From an optimization exercise on the open Yosys and OpenROAD flow, aimed at small area; shortcuts taken in it are not production practice.
At most, simulation tests tie the RTL to the original design; equivalence was not proved.
Power and IR drop assume default switching activity.

==> run P <==
==> flow/design.v (excerpt) <==
module ycc_to_rgb (
    input  wire        clk,
    input  wire        rst,           
    input  wire        in_valid,
    input  wire        in_mode,       
    input  wire [2:0]  in_cll,        
    input  wire [15:0] in_e0,         
    input  wire [15:0] in_e1,         
    input  wire [15:0] in_e2,         
    output reg         out_valid,
    output wire [31:0] out_pixel      
);
==> flow/config.mk <==
export PLATFORM = sky130hd
export DESIGN_NAME = ycc_to_rgb
export DESIGN_NICKNAME = ycc_to_rgb
export VERILOG_FILES = /design/flow/design.v
export SDC_FILE = /design/flow/constraint.sdc
export NUM_CORES = 4
export LEC_CHECK = 0
export CAP_MARGIN = 20
export CORE_MARGIN = 2
export CORE_UTILIZATION = 40
export SLEW_MARGIN = 20
export SYNTH_HIERARCHICAL = 1
export SYNTH_MINIMUM_KEEP_SIZE = 0
==> flow/constraint.sdc <==
create_clock -name core_clock -period 10.0 [get_ports {clk}]
set_input_delay 2.0000 -clock core_clock [delete_from_list [all_inputs] [get_ports {clk}]]
set_output_delay 2.0000 -clock core_clock [all_outputs]
set_load 0.01 [all_outputs]
standard.sh (not shown) runs the stock make flow with config.mk's settings and CLKGATE_MAP_FILE= SYNTH_SCRIPT=/design/flow/synth_recipe.tcl, a recipe that flattens the netlist after the stock synthesis.
==> flow/flow/run.sh <==
#!/bin/bash
# The standard layout, with the port buffers made from sky130_fd_sc_hd__buf_2 cells.
set -euo pipefail
bash standard.sh BUFFER_PORTS_ARGS="-buffer_cell sky130_fd_sc_hd__buf_2" finish > standard_flow.log 2>&1
==> run X (differences from run P) <==
==> flow/run.sh (new file) <==
#!/bin/bash
# synth_recipe.tcl (not shown) runs the flow's synth.tcl, then flattens the netlist and writes it again
# the make line also repeats each setting of config.mk as NAME=value (left out here)
make -C /OpenROAD-flow-scripts/flow DESIGN_CONFIG=/design/flow/config.mk WORK_HOME=/design/flow/orfs CLKGATE_MAP_FILE= SYNTH_SCRIPT=/design/flow/synth_recipe.tcl finish
removed: flow/flow/run.sh
removed: flow/standard.sh
==> run H (differences from run P) <==
==> flow/flow/run.sh (replaced) <==
#!/bin/bash
# The standard layout, with the port buffers made from sky130_fd_sc_hd__buf_1 cells.
set -euo pipefail
bash standard.sh BUFFER_PORTS_ARGS="-buffer_cell sky130_fd_sc_hd__buf_1" finish > standard_flow.log 2>&1
==> flow_summary.toml <==
[placement]
number_of_placed_instances_taps_included = 1327

[run_status]
outcome = "timing/DRC/antenna clean"

[worst_setup_path]
cp_cell_sequence = "buf_1 > buf_4 > inv_1 > ha_1 > nand3_1 > inv_1 > ha_1 > fa_1 > fa_1 > fa_1 > fa_1 > fa_1 > fa_1 > fa_1 > fa_1 > fa_1 > xor2_1 > nand2b_1 > o221ai_2"
timing.critical_path.arrival_ns = 8.43

[pwr]
clockPowerShare_pct = 3.5
p_leak_nw = 4.91
[end of results for run H]
==> flow_summary.toml <==
[run_status]
outcome = "timing/DRC/antenna clean"

[placement]
number_of_placed_instances_taps_included = 1313

[pwr]
p_leak_nw = 5.05

[worst_setup_path]
timing.critical_path.arrival_ns = 8.72
[end of results for run X]
==> flow_summary.toml <==
[worst_setup_path]
timing.critical_path.arrival_ns = 8.54
cp_cell_sequence = "buf_2 > inv_1 > ha_1 > nand3_1 > inv_1 > ha_1 > fa_1 > fa_1 > fa_1 > fa_1 > fa_1 > fa_1 > fa_1 > fa_1 > fa_1 > xor2_1 > nand2b_1 > o221ai_2"

[pwr]
clockPowerShare_pct = 3.6
p_leak_nw = 4.98

[run_status]
outcome = "timing/DRC/antenna clean"
[end of results for run P]

========
==> run a: inputs <==
Another version of the RTL of ycc_to_rgb (not shown whole).
export LEC_CHECK = 0
export CAP_MARGIN = 20
export CORE_MARGIN = 2
export CORE_UTILIZATION = 75
export CTS_BUF_LIST = sky130_fd_sc_hd__clkbuf_8
export PLACE_DENSITY = 0.85
export SLEW_MARGIN = 20
export SYNTH_HIERARCHICAL = 1
export SYNTH_MINIMUM_KEEP_SIZE = 0
create_clock -name core_clock -period 10.0 [get_ports {clk}]
==> flow/flow/run.sh <==
#!/bin/bash
# The standard layout with two changes:
#  - the synthesis is the standard flow's (synth_recipe.tcl), except that its final ABC
#    mapping uses flow/abc_map.script (area-oriented mapping) instead of ORFS's
#    speed script;
#  - the input port buffers are sky130_fd_sc_hd__buf_2 cells, the output port
#    buffers sky130_fd_sc_hd__buf_1 cells (flow/outbuf.tcl, before the resizing
#    step after global placement).
set -euo pipefail
here=$(pwd)
{
  echo "# synth_recipe.tcl, with the final ABC mapping done by $here/flow/abc_map.script"
  echo "proc abc {args} {"
  echo "  set i [lsearch -exact \$args -script]"
  echo "  if {\$i >= 0} { lset args [expr {\$i + 1}] $here/flow/abc_map.script }"
  echo "  yosys abc {*}\$args"
  echo "}"
  cat "$here/synth_recipe.tcl"
} > "$here/synth_area.tcl"
bash standard.sh SYNTH_SCRIPT="$here/synth_area.tcl" \
  BUFFER_PORTS_ARGS="-inputs -buffer_cell sky130_fd_sc_hd__buf_2" \
  PRE_RESIZE_TCL="$here/flow/outbuf.tcl" finish > standard_flow.log 2>&1
==> flow/flow/abc_map.script <==
strash
dch
amap -F 4 -A 8
topo
stime -c
==> flow/flow/outbuf.tcl <==
# Output port buffers, made from sky130_fd_sc_hd__buf_1 cells (the outputs only
# drive the fixed 0.01 pF load); the input port buffers were made at global
# placement.
buffer_ports -outputs -buffer_cell sky130_fd_sc_hd__buf_1
==> run b: changes against run a <==
==> flow/flow/abc_map.script (replaced) <==
strash
dch
amap
topo
stime -c
Settings changed: CORE_UTILIZATION 75 to 65, PLACE_DENSITY 0.85 to 0.75.
==> run c: changes against run a <==
Settings changed: CORE_UTILIZATION 75 to 65, PLACE_DENSITY 0.85 to 0.75.
==> results.txt <==
Against run c, the global-route usage of run b is higher by 0.98 points. Worst hold slack: run b < run a < run c. Of run a and run b, run a has the higher first-iteration DRC count (gap 32%, measured against run b). In critical path depth, run a and run c do not differ.

========
==> inputs of job 770 <==
ycc_to_rgb, a different RTL version from the one above (not shown whole).
Settings: LEC_CHECK=0, CAP_MARGIN=20, CORE_MARGIN=2, CORE_UTILIZATION=65, PLACE_DENSITY=0.75, SLEW_MARGIN=20, SYNTH_HIERARCHICAL=1, SYNTH_MINIMUM_KEEP_SIZE=0; clock period 10.0 ns.
==> flow/flow/run.sh <==
#!/bin/bash
# The standard layout with two changes:
#  - the synthesis is the standard flow's (synth_recipe.tcl), except that its final ABC
#    mapping uses flow/abc_map.script (area-oriented mapping) instead of ORFS's
#    speed script;
#  - the port buffers are sky130_fd_sc_hd__buf_2 cells.
set -euo pipefail
here=$(pwd)
{
  echo "# synth_recipe.tcl, with the final ABC mapping done by $here/flow/abc_map.script"
  echo "proc abc {args} {"
  echo "  set i [lsearch -exact \$args -script]"
  echo "  if {\$i >= 0} { lset args [expr {\$i + 1}] $here/flow/abc_map.script }"
  echo "  yosys abc {*}\$args"
  echo "}"
  cat "$here/synth_recipe.tcl"
} > "$here/synth_area.tcl"
bash standard.sh SYNTH_SCRIPT="$here/synth_area.tcl" \
  BUFFER_PORTS_ARGS="-buffer_cell sky130_fd_sc_hd__buf_2" finish > standard_flow.log 2>&1
==> flow/flow/abc_map.script <==
strash
dch
amap
topo
stime -c
==> inputs of job 5512, as changes to job 770 <==
--- a/flow/design.v
+++ b/flow/design.v
@@ -274,22 +274,20 @@
   wire rs229, rc230;
   fa u_rs229 (rc190, rs191, rc228, rs229, rc230);
   wire rs231, rc232;
   fa u_rs231 (rc192, rs193, rc230, rs231, rc232);
   wire rs233, rc234;
   fa u_rs233 (rc194, rs195, rc232, rs233, rc234);
-  wire r_zk0 = ((rc194 & rs195) | ((rc194 | rs195) & ((rc192 & rs193) | ((rc192 | rs193) & ((rc190 & rs191) | ((rc190 | rs191) & (rc188 & rs189))))))) | ((rc188 | rs189) & (rc190 | rs191) & (rc192 | rs193) & (rc194 | rs195) & r_cy[21]);
   wire rs235, rc236;
-  fa u_rs235 (rc196, rs197, r_zk0, rs235, rc236);
+  fa u_rs235 (rc196, rs197, rc234, rs235, rc236);
   wire rs237, rc238;
   fa u_rs237 (rc198, rs199, rc236, rs237, rc238);
   wire rs239, rc240;
   fa u_rs239 (rc200, rs201, rc238, rs239, rc240);
   wire rs241, rc242;
   fa u_rs241 (rc202, rs203, rc240, rs241, rc242);
-  wire r_zk4 = ((rc202 & rs203) | ((rc202 | rs203) & ((rc200 & rs201) | ((rc200 | rs201) & ((rc198 & rs199) | ((rc198 | rs199) & (rc196 & rs197))))))) | ((rc196 | rs197) & (rc198 | rs199) & (rc200 | rs201) & (rc202 | rs203) & r_zk0);
   wire [7:0] r_m0 = {rs241, rs239, rs237, rs235, rs233, rs231, rs229, rs227};
   wire r1i243 = ~r1s211;
   wire r1s244, r1c245;
   fa u_r1s244 (r1s213, r1c212, r1s211, r1s244, r1c245);
   wire r1s246, r1c247;
   fa u_r1s246 (r1s215, r1c214, r1c245, r1s246, r1c247);
@@ -312,13 +310,13 @@
   wire rs262, rc263;
   fa u_rs262 (rc208, rs209, rc261, rs262, rc263);
   wire rs264, rc265;
   fa u_rs264 (rc210, cr_n[15], rc263, rs264, rc265);
   wire ri266 = ~rc265;
   wire [4:0] r_t = {ri266, rs264, rs262, rs260, rs258};
-  wire r_in0 = r_zk4 ? (&r_t) : ~(|r_t);
+  wire r_in0 = rc242 ? (&r_t) : ~(|r_t);
   wire [2:0] r_k = {r1c226, cg[7], co[7]};
   wire r_q0 = (r_k == 3'b000) | (r_k == 3'b101) | (r_k == 3'b011);
   wire r_q1 = (r_k == 3'b100) | (r_k == 3'b010) | (r_k == 3'b111);
   wire r_qn = (r_k == 3'b001);
   wire r_in1 = r1c257 ? r_q0 : r_q1;
   wire r_ng1 = r1c257 ? r_qn : (r_qn | r_q0);
@@ -631,22 +629,20 @@
   wire gs550, gc551;
   fa u_gs550 (gc527, gs528, gc549, gs550, gc551);
   wire gs552, gc553;
   fa u_gs552 (gc529, gs530, gc551, gs552, gc553);
   wire gs554, gc555;
   fa u_gs554 (gc531, gs532, gc553, gs554, gc555);
-  wire g_zk0 = ((gc531 & gs532) | ((gc531 | gs532) & ((gc529 & gs530) | ((gc529 | gs530) & ((gc527 & gs528) | ((gc527 | gs528) & (gc525 & gs526))))))) | ((gc525 | gs526) & (gc527 | gs528) & (gc529 | gs530) & (gc531 | gs532) & g_cy[21]);
   wire gs556, gc557;
-  fa u_gs556 (gc533, gs534, g_zk0, gs556, gc557);
+  fa u_gs556 (gc533, gs534, gc555, gs556, gc557);
   wire gs558, gc559;
   fa u_gs558 (gc535, gs536, gc557, gs558, gc559);
   wire gs560, gc561;
   fa u_gs560 (gc537, gs538, gc559, gs560, gc561);
   wire gs562, gc563;
   fa u_gs562 (gc539, gs540, gc561, gs562, gc563);
-  wire g_zk4 = ((gc539 & gs540) | ((gc539 | gs540) & ((gc537 & gs538) | ((gc537 | gs538) & ((gc535 & gs536) | ((gc535 | gs536) & (gc533 & gs534))))))) | ((gc533 | gs534) & (gc535 | gs536) & (gc537 | gs538) & (gc539 | gs540) & g_zk0);
   wire [7:0] g_m0 = {gs562, gs560, gs558, gs556, gs554, gs552, gs550, gs548};
   wire g1s564, g1c565;
   ha u_g1s564 (yy[0], cg[0], g1s564, g1c565);
   wire g1s566, g1c567;
   fa u_g1s566 (yy[1], cg[1], g1c565, g1s566, g1c567);
   wire g1s568, g1c569;
@@ -670,13 +666,13 @@
   wire gs584, gc585;
   fa u_gs584 (gc545, gs546, gc583, gs584, gc585);
   wire gs586, gc587;
   fa u_gs586 (gc547, gc486, gc585, gs586, gc587);
   wire gi588 = ~gc587;
   wire [4:0] g_t = {gi588, gs586, gs584, gs582, gs580};
-  wire g_in0 = g_zk4 ? (&g_t) : ~(|g_t);
+  wire g_in0 = gc563 ? (&g_t) : ~(|g_t);
   wire g_in1 = g1c579 == cg[7];
   wire g_ng1 = ~g1c579 & cg[7];
   wire g_in = in_mode ? g_in1 : g_in0;
   wire g_hi = in_mode ? ~g_ng1 : ~g_t[4];
   wire [7:0] g_o = g_in ? g_m : {8{g_hi}};
   wire bs589, bc590;
@@ -864,22 +860,20 @@
   wire bs751, bc752;
   fa u_bs751 (bc712, bs713, bc750, bs751, bc752);
   wire bs753, bc754;
   fa u_bs753 (bc714, bs715, bc752, bs753, bc754);
   wire bs755, bc756;
   fa u_bs755 (bc716, bs717, bc754, bs755, bc756);
-  wire b_zk0 = ((bc716 & bs717) | ((bc716 | bs717) & ((bc714 & bs715) | ((bc714 | bs715) & ((bc712 & bs713) | ((bc712 | bs713) & (bc710 & bs711))))))) | ((bc710 | bs711) & (bc712 | bs713) & (bc714 | bs715) & (bc716 | bs717) & b_cy[21]);
   wire bs757, bc758;
-  fa u_bs757 (bc718, bs719, b_zk0, bs757, bc758);
+  fa u_bs757 (bc718, bs719, bc756, bs757, bc758);
   wire bs759, bc760;
   fa u_bs759 (bc720, bs721, bc758, bs759, bc760);
   wire bs761, bc762;
   fa u_bs761 (bc722, bs723, bc760, bs761, bc762);
   wire bs763, bc764;
   fa u_bs763 (bc724, bs725, bc762, bs763, bc764);
-  wire b_zk4 = ((bc724 & bs725) | ((bc724 | bs725) & ((bc722 & bs723) | ((bc722 | bs723) & ((bc720 & bs721) | ((bc720 | bs721) & (bc718 & bs719))))))) | ((bc718 | bs719) & (bc720 | bs721) & (bc722 | bs723) & (bc724 | bs725) & b_zk0);
   wire [7:0] b_m0 = {bs763, bs761, bs759, bs757, bs755, bs753, bs751, bs749};
   wire b1s765, b1c766;
   fa u_b1s765 (b1s735, b1c734, 1'b1, b1s765, b1c766);
   wire b1s767, b1c768;
   fa u_b1s767 (b1s737, b1c736, b1c766, b1s767, b1c768);
   wire b1s769, b1c770;
@@ -901,13 +895,13 @@
   wire bs783, bc784;
   fa u_bs783 (bc730, bs731, bc782, bs783, bc784);
   wire bs785, bc786;
   fa u_bs785 (bc732, cb_n[15], bc784, bs785, bc786);
   wire bi787 = ~bc786;
   wire [4:0] b_t = {bi787, bs785, bs783, bs781, bs779};
-  wire b_in0 = b_zk4 ? (&b_t) : ~(|b_t);
+  wire b_in0 = bc764 ? (&b_t) : ~(|b_t);
   wire [2:0] b_k = {b1c748, cg[7], co[7]};
   wire b_q0 = (b_k == 3'b000);
   wire b_q1 = (b_k == 3'b100) | (b_k == 3'b010) | (b_k == 3'b001);
   wire b_q2 = (b_k == 3'b110) | (b_k == 3'b101) | (b_k == 3'b011);
   wire b_in1 = b1c778 ? b_q1 : b_q2;
   wire b_ng1 = b1c778 ? b_q0 : (b_q0 | b_q1);
@@ -926,13 +920,10 @@
   assign s  = a ^ b ^ c;
   assign co = (a & b) | (a & c) | (b & c);
 endmodule
 module xr (input wire a, input wire b, output wire s);
   assign s = a ^ b;
 endmodule
-module maj (input wire a, input wire b, input wire c, output wire co);
-  assign co = (a & b) | (a & c) | (b & c);
-endmodule
 module ha (input wire a, input wire b, output wire s, output wire co);
   assign s  = a ^ b;
   assign co = a & b;
 endmodule
==> flow/flow/run.sh (replaced) <==
#!/bin/bash
# The standard layout, with the port buffers made from sky130_fd_sc_hd__buf_2 cells.
set -euo pipefail
bash standard.sh BUFFER_PORTS_ARGS="-buffer_cell sky130_fd_sc_hd__buf_2" finish > standard_flow.log 2>&1
==> flow/config.mk (replaced) <==
export PLATFORM = sky130hd
export DESIGN_NAME = ycc_to_rgb
export DESIGN_NICKNAME = ycc_to_rgb
export VERILOG_FILES = /design/flow/design.v
export SDC_FILE = /design/flow/constraint.sdc
export NUM_CORES = 4
export LEC_CHECK = 0
export CAP_MARGIN = 20
export CORE_MARGIN = 2
export CORE_UTILIZATION = 40
export SLEW_MARGIN = 20
export SYNTH_HIERARCHICAL = 1
export SYNTH_MINIMUM_KEEP_SIZE = 0
removed: flow/flow/abc_map.script
==> comparison <==
- Of job 770 and job 5512, job 770 has the higher first-iteration DRC count (gap 24%, measured against job 5512).
- Of job 770 and job 5512, job 770 has the higher utilization (gap 24 points).
- Of job 5512 and job 770, job 5512 has the higher routed wire length (gap 3.5%, measured against job 770).
- Against job 770, the clock power of job 5512 is smaller by about 3.8%.
- In job 5512 the cell area is larger than in job 770, by 8.5%.
- Flip-flop and latch count is the same in job 5512 and job 770.
- Via count: job 770 is larger than job 5512 (about 6%).
- Count of clock-buffer cells in the layout is the same in job 5512 and job 770.
- In job 770 the synthesized area is smaller than in job 5512, by 2.0%.
- Combinational power is about the same in job 770 and job 5512.
==> figures <==
	job 770	job 5512
Run status	timing/DRC/antenna clean	timing/DRC/antenna clean
Post-route setup slack	1940 ps	182 ps
Final cycle utilization of the critical path	0.806	0.982
Internal Dissipation	1090 µW	1130 µW
Std-Cell Core Area	15100 µm²	25000 µm²
Global routing usage summed across all routing layers	0.379	0.236
Post-route cell area	10700 µm²	11600 µm²
Critical path's largest stage delay	650 ps	510 ps
Post-Route M1 WL	10100 µm	12000 µm
Area delta synth->final	7.31%	14.1%
Post-route minimum period	8060 ps	9820 ps
Die Footprint	16300 µm²	26600 µm²
Area fraction of the dominant cell type after synthesis	0.710	0.696
Initial Util	0.658	0.404
First-pass detailed-route iteration total	6	5
Clock Power	98.1 µW	94.4 µW
Worst slew margin	0.383	0.551
Height of the chip	128 µm	163 µm
Multiplexer fraction of the synthesized cell area	0	0.0345
Worst setup endpoint	pix[7]$_DFF_P_	pix[9]$_DFF_P_
Reported leakage power	0.00403 µW	0.00475 µW
No functional check of the RTL was part of any run of this note.

-- separate check: timing with driven ports --
Ports are ideal in the flow. The routed layouts listed here were re-timed in OpenROAD.
Step 1 assumes that a clkbuf_16 drives the clock port and a buf_2 every other input.
Step 2 also shifts input and output timing later by t, the mid clock arrival at the registers, as if the neighbouring blocks saw the same clock.
Three values: no drivers, after step 1, after step 2; two values: the first two.
| run | shift t [ns] | setup slack, ns | clock arrival spread, ns | worst register clock-pin slew, ns | worst slew at a driven data input, ns |
|---|---|---|---|---|---|
| run P | 0.313 | 1.657 / 1.647 / 1.334 | 0.002 / 0.002 | 0.07 / 0.07 | 0.05 |
| run X | 0.310 | 1.423 / 1.418 / 1.108 | 0.003 / 0.003 | 0.07 / 0.07 | 0.05 |
| run H | 0.307 | 1.763 / 1.778 / 1.470 | 0.002 / 0.001 | 0.07 / 0.07 | 0.05 |
| run a | 0.301 | 1.053 / 1.056 / 0.754 | 0.007 / 0.007 | 0.10 / 0.10 | 0.04 |
| run b | 0.299 | 0.748 / 0.752 / 0.453 | 0.002 / 0.001 | 0.09 / 0.09 | 0.06 |
| run c | 0.286 | 1.048 / 1.052 / 0.766 | 0.005 / 0.005 | 0.09 / 0.09 | 0.05 |
| job 770 | 0.299 | 1.938 / 1.948 / 1.649 | 0.011 / 0.012 | 0.08 / 0.08 | 0.04 |
| job 5512 | 0.297 | 0.182 / 0.195 / -0.103 | 0.004 / 0.003 | 0.07 / 0.07 | 0.06 |
Met with ideal ports but missed after step 2: setup timing in job 5512. For run P, which loses most, drivers alone change the setup slack by -0.010 ns; drivers and shift together by -0.323 ns.
